Background: an optimization exercise with open tools, aiming at small area, a short achievable clock period and few clock cycles. Do not read the settings as production practice.
The RTL was checked by simulation tests, not by an equivalence proof against the original design.
Power is estimated from default activity; no workload was simulated.

## env_mad
module env_mad (
    input  wire        clk,
    input  wire        rst,         
    input  wire        in_valid,
    input  wire        in_op,       
    input  wire [15:0] in_data,
    output wire        in_ready,
    output reg         out_valid,
    output reg  [15:0] out_data
);
export LEC_CHECK = 0
export CAP_MARGIN = 20
export CORE_MARGIN = 2
export CORE_UTILIZATION = 60
export CTS_BUF_LIST = sky130_fd_sc_hd__clkbuf_16
export CTS_CLUSTER_DIAMETER = 100
export CTS_CLUSTER_SIZE = 24
export SLEW_MARGIN = 20
export TNS_END_PERCENT = 10
create_clock -name core_clock -period 27.0 [get_ports {clk}]
standard.sh (not shown) runs the stock make flow with config.mk's settings and CLKGATE_MAP_FILE= SYNTH_SCRIPT=/design/flow/synth_recipe.tcl, a recipe that flattens the netlist after the stock synthesis.
==> flow/flow/run.sh <==
#!/bin/bash
# Own layout flow: the standard flow (standard.sh) at the design's clock
# period and constraints, with these changes:
#  - after the standard synthesis, flow/polarity.py re-chooses the polarity
#    of the full-adder cells (a full adder is self-dual), which removes
#    inverters between adders; registers and all other cells are unchanged;
#  - the port buffers that global placement inserts are plain buffers
#    (buf_2) rather than the delay-buffer cell buffer_ports picks by default;
set -euo pipefail
export BUFFER_PORTS_ARGS="-buffer_cell sky130_fd_sc_hd__buf_2"
export SETUP_SLACK_MARGIN=20.5
res=orfs/results/sky130hd/env_mad/base
bash standard.sh "$PWD/$res/1_2_yosys.v" > flow_synth.log 2>&1
cp "$res/1_2_yosys.v" "$res/1_2_yosys.std.v"
python3 flow/polarity.py "$res/1_2_yosys.std.v" "$res/1_2_yosys.v" > flow_polarity.log 2>&1
bash standard.sh > flow_make.log 2>&1
Other scripts of this flow, unchanged in this note and not shown: flow/flow/polarity.py
The baseline ran to the end with no violations.
Testbench counts at the start, summed over its fixed seeds: cycles 16,125.
Rerun with:
Settings changed: CAP_MARGIN 20 to 0, CORE_UTILIZATION 60 to 40, SLEW_MARGIN 20 to 0, TNS_END_PERCENT 10 to default.
Result:
- global-route usage came out lower by 9.7 points
- worst setup slack is about the same
- maximum frequency stays flat
- non-clock buffer count came out higher by 7
- final cell count came out higher by 10%
- count of clock-buffer cells in the layout came out lower by 3
Rerun with:
--- a/flow/flow/run.sh
+++ b/flow/flow/run.sh
@@ -11 +11 @@
-export SETUP_SLACK_MARGIN=20.5
+export SETUP_SLACK_MARGIN=20.8
Settings changed: CAP_MARGIN 0 to 20, CORE_UTILIZATION 40 to 60, SLEW_MARGIN 0 to 20.
What happened: Power is lower by 0.98%. Setup slack improved by 43 ps. Routed wire length is lower by 0.51%. Global-route usage is higher by 9.8 points. Hold slack got worse by 3.9 ps. Sequential share of layout area is higher by 0.28 points. Via count is higher by 1.0%. Sequential cell count stays the same. Sequential power is about the same.
Rerun with:
--- a/flow/flow/run.sh
+++ b/flow/flow/run.sh
@@ -11 +11 @@
-export SETUP_SLACK_MARGIN=20.8
+export SETUP_SLACK_MARGIN=19.5
Worst hold slack is about the same.
Clock power climbs slightly.
Final area is lower by a few percent.
Synthesized cell count does not change.
Synthesized area does not change.
Cell count goes down slightly.
Maximum frequency shrinks by roughly a tenth.
Routed wire length drops by a few percent.
Utilization is lower by 1.4 points.
Non-clock buffer count shrinks by 20.
Total power goes up slightly.
Rerun with:
--- a/flow/flow/run.sh
+++ b/flow/flow/run.sh
@@ -11 +11 @@
-export SETUP_SLACK_MARGIN=19.5
+export SETUP_SLACK_MARGIN=20.5
Settings changed: CORE_UTILIZATION 60 to 40.
Total power stays flat.
Clock-buffer cell count is unchanged.
Clock power barely changes.
Hold slack barely changes.
Final cell count is higher by roughly a tenth.
Maximum frequency is higher by roughly a tenth.
Synthesized area does not change.
Setup slack improved by 690 ps.
Rerun with:
Settings changed: CORE_UTILIZATION 40 to 60, TNS_END_PERCENT from default to 0.
=> Synthesized area is unchanged. Synthesized cell count stays the same. Wire length fell by 1.7%. Sequential share of layout area came out higher by 0.57 points. Flip-flop and latch count does not change. Cell area is lower by 1.5%.

what the ideal ports hide:
The results above use ideal ports. As a check the final layouts listed here were re-extracted and re-timed, cells and wires unchanged.
Step 1, drivers: a clkbuf_16 drives clk and a buf_2 each remaining input, both assumed.
Step 2 times the ports against the registers' clock, not the clock port: input delays grow and output delays shrink by t, the midpoint of the rising clock arrivals with the driver on.
a / b / c = no drivers / after step 1 / after step 2; a / b = the first two.
| run | t, ns | slack for setup (ns) | worst slew at a driven data input, ns |
|---|---|---|---|
| the first run | 0.595 | 20.571 / 20.514 / 20.762 | 0.03 |
| the second run | 0.601 | 20.569 / 20.508 / 20.710 | 0.04 |
| the third run | 0.591 | 20.612 / 20.554 / 20.957 | 0.03 |
| the fourth run | 0.581 | 19.854 / 19.854 / 19.854 | 0.04 |
| the fifth run | 0.598 | 20.549 / 20.488 / 20.764 | 0.04 |
| the sixth run | 0.593 | 20.573 / 20.514 / 20.771 | 0.03 |
After both steps setup and hold are still met in every run listed.
